Source: an optimization exercise on an open RTL-to-GDS flow (aim: small area, a short achievable clock period and few clock cycles). Production flows keep margins and buffers that such runs may drop.
At most, simulation tests tie the RTL to the original design; equivalence was not proved.

## before
==> flow/design.v (excerpt) <==
module pgd_codec (
    input  wire        clk,
    input  wire        rst,           
    input  wire        reg_wr,
    input  wire [3:0]  reg_addr,
    input  wire [31:0] reg_wdata,
    output reg  [31:0] reg_rdata,
    output wire        irq,
    output reg         s_en,
    output reg         s_we,
    output reg  [11:0] s_addr,
    output reg  [7:0]  s_wdata,
    input  wire [7:0]  s_rdata,
    output reg         d_en,
    output reg         d_we,
    output reg  [11:0] d_addr,
    output reg  [7:0]  d_wdata,
    input  wire [7:0]  d_rdata,
    output reg         r_en,
    output reg         r_we,
    output reg  [11:0] r_addr,
    output reg  [7:0]  r_wdata,
    input  wire [7:0]  r_rdata
);
clock: 12.0 ns
lec_check: 0
cap_margin: 20
core_margin: 2
core_utilization: 40
setup_slack_margin: 5
slew_margin: 20
run.sh (not shown) runs the stock make flow with config.mk's settings and CLKGATE_MAP_FILE= SYNTH_SCRIPT=/design/flow/synth_recipe.tcl, a recipe that flattens the netlist after the stock synthesis.
Both conditions hold for before: the flow ran to the end and the final layout passed the timing, DRC and antenna checks.
diff inputs: before => after
--- a/flow/design.v
+++ b/flow/design.v
@@ -47,19 +47,19 @@
     reg [12:0] row;              
     reg [4:0]  seq;
     reg [12:0] k;        
     reg [12:0] rb;       
     reg [12:0] sm1;      
     reg [11:0] p1, p2, p3;   
     reg [11:0] da;       
     reg [20:0] g1;       
     reg [20:0] g2;       
-    reg [11:0] wa, wb, wa1;  
+    reg [11:0] wa, wb;   
     reg [7:0]  bc, bu, bo, bl;
     reg        first, fd, v1, v2, virt, cpb;
     reg        m_vert, m_raw;    
     reg        ma_big, pr_sat;
     wire is_f = unit[0];         
     wire [12:0] ps = pixsz[12:0];
     wire        ch_end  = (k == width[12:0]);
     wire        k_last  = ch_end && (rb == 13'd1);
     wire [11:0] p_step  = k_last ? 12'd1 : ch_end ? (ps[11:0] - sm1[11:0]) : ps[11:0];
@@ -182,19 +182,20 @@
         case (seq)
             S_START: begin
                 case (unit)
                     3'd1: begin
                         go_flt = slen_big || dlen_big;
                         dpos_clr = 1'b1; ctl_init = 1'b1; k_op = 3'd1;
                         n_seq = D_TOK;
                     end
                     3'd4: begin
-                        go_flt = (dlen > 32'd4078);
+                        go_flt = (|dlen[31:12]) || (dlen[11:4] == 8'hFF) ||
+                                 (dlen[11:4] == 8'hFE && dlen[3:0] == 4'hF);
                         dpos_clr = 1'b1; k_op = 3'd1;
                         n_seq = P_NXT;
                     end
                     default: begin
                         go_flt = (width == 16'd0 || pixsz == 16'd0);
                         flt_code = F_GEOM;
                         k_op = 3'd4; rb_op = 3'd1;
                         n_seq = S_MUL1;
                     end
@@ -209,19 +210,19 @@
                     end
                 end else begin
                     k_op = 3'd5;
                     if (g1[0]) rb_op = 3'd7;
                 end
             end
             S_CHK: begin
                 k_op = 3'd1; row_clr = 1'b1;
                 if (is_f) begin
-                    go_flt = pr_sat || (e_len > 14'd4096);
+                    go_flt = pr_sat || e_len[13] || (e_len[12] && |e_len[11:0]);
                     n_seq = F_INIT;
                 end else begin
                     if (dlen_big || pr_sat) go_flt = 1'b1;
                     else if ({1'b0, dlen13} != e_len) begin go_flt = 1'b1; flt_code = F_SIZE; end
                     n_seq = R_ROW;
                 end
                 if (height == 16'd0) go_done = 1'b1;
             end
             D_TOK: begin
@@ -321,20 +322,23 @@
             default: ;
         endcase
         if (pstart) begin
             k_op = 3'd1; row_inc = 1'b1; n_seq = Q_X;
         end
         if (go_done || go_flt) n_seq = S_IDLE;
     end
     wire host_wr = reg_wr && (state != ST_BUSY);
     wire cmd_wr  = host_wr && (reg_addr == 4'd0);
-    wire cmd_go  = cmd_wr && (state == ST_IDLE) && (reg_wdata[7:0] >= 8'd1) && (reg_wdata[7:0] <= 8'd4);
-    wire cmd_bad = cmd_wr && (state == ST_IDLE) && (reg_wdata[7:0] >= 8'd6);
+    wire cmd_14  = (reg_wdata[7:3] == 5'd0) && (reg_wdata[2] ? (reg_wdata[1:0] == 2'd0)
+                                                              : (reg_wdata[1:0] != 2'd0));
+    wire cmd_6p  = (|reg_wdata[7:3]) || (reg_wdata[2] && reg_wdata[1]);
+    wire cmd_go  = cmd_wr && (state == ST_IDLE) && cmd_14;
+    wire cmd_bad = cmd_wr && (state == ST_IDLE) && cmd_6p;
     wire cmd_clr = cmd_wr && state[1] && (reg_wdata[7:0] == 8'd5);
     always @(posedge clk) begin
         if (rst) begin
             state  <= ST_IDLE;
             unit   <= 3'd0;
             undef  <= 1'b0;
             fcode  <= 3'd0;
             finfo  <= 32'd0;
             ien    <= 1'b0;
@@ -405,36 +409,36 @@
                 3'd5: rb <= {1'b0, cnt4};
                 3'd6: rb <= {5'd0, pk_n};
                 3'd7: rb <= rbk[12:0];
                 default: ;
             endcase
         end
         if (cmd_go) da <= 12'd0;
         case (seq)
             S_START: begin
-                ma_big <= (width > 16'd4096);
+                ma_big <= (|width[15:13]) || (width[12] && |width[11:0]);
                 g1     <= {5'd0, pixsz};
                 pr_sat <= 1'b0;
                 da     <= da_p1;             
                 g2[3:0] <= 4'd8;
             end
             S_MUL1, S_MUL2: begin
                 if (g1[15:0] == 16'd0) begin
                     if (seq == S_MUL1) begin
                         sm1    <= rb_m1;
                         p2     <= rb[11:0];
                         ma_big <= pr_sat;
                         pr_sat <= 1'b0;
                         g1     <= {5'd0, height};
                     end
                 end else begin
-                    if (g1[0]) pr_sat <= pr_sat | ma_big | (rbk > 14'd4096);
-                    ma_big <= ma_big | (k > 13'd2048);
+                    if (g1[0]) pr_sat <= pr_sat | ma_big | rbk[13] | (rbk[12] && |rbk[11:0]);
+                    ma_big <= ma_big | k[12] | (k[11] && |k[10:0]);
                     g1     <= {1'b0, g1[20:1]};
                 end
             end
             S_CHK: begin
                 m_raw <= 1'b1;
                 v1    <= 1'b0; v2 <= 1'b0;
                 virt  <= row_lst;            
                 p1    <= is_f ? 12'd0 : ~sm1[11:0];
                 if (!is_f) p2 <= 12'd0;
@@ -479,26 +483,26 @@
                 end else begin
                     bo <= r_o2;
                     wa <= p2;
                 end
                 fd <= first;
                 v1 <= 1'b1;
             end
             Q_1, Q_1D: begin
                 if (seq == Q_1) begin
-                    wa1 <= p2;
+                    wb  <= p2;
                     fd  <= first;
                 end
                 v1 <= (seq == Q_1);
                 v2 <= v1;
                 if (v1) begin
                     bo <= q_o;
-                    wa <= wa1;
+                    wa <= wb;
                 end
             end
             default: ;
         endcase
         if (k_op == 3'd3) begin
             p1 <= p1 + p_step;
             p2 <= p2 + p_step;
             p3 <= p3 + p_step;
         end
==> notes.md <==
Comparing after with before, the part of the cycle the worst path needs came out essentially unchanged.
Changes observed in after relative to before: total track usage comparable, number of antenna violations at the first check in global routing now sits lower, clock network area share went up.
In after the maximum fanout count along the critical path turned out 13 lower than in before.
Sort before and after by netlist area before placement asc -> top: after
| cell area reported after detailed placement | after vs before | about 1.1% lower |
Hold slack: lower on before
Relative to before, final area decreased by about 1.1% in after.
before -> after: count of inserted tapcells decreased slightly
Higher final cell count goes to after over before.
Cmp before and after / synthesized cell count / lower: before
Testbench counts of after, summed over its fixed seeds: cycles 159,265.
For before, only the layout was checked, not whether the RTL still works.

[re-timing with driven ports]
Ports are ideal in the flow. The routed layouts listed here were re-timed in OpenROAD. Step 1: set_driving_cell puts a clkbuf_16 on clk and a buf_2 on each other input, an assumption about the parent block. Step 2, shift: input delay + t, output delay - t, t = (earliest + latest rising clock arrival at the registers) / 2. This alone moves slack from input paths to output paths. a / b / c = ideal / step 1 / step 2; a / b = the first two.
run | shift t [ns] | setup slack, ns | pins driven straight from the clock port
before | 0.684 | 5.060 / 5.018 / 5.037 | 1
after | 0.680 | 5.049 / 5.015 / 4.917 | 1
After both steps every run listed still meets setup and hold. The setup slack of after, which loses most, moves by -0.034 ns with the drivers and by -0.132 ns with both steps.
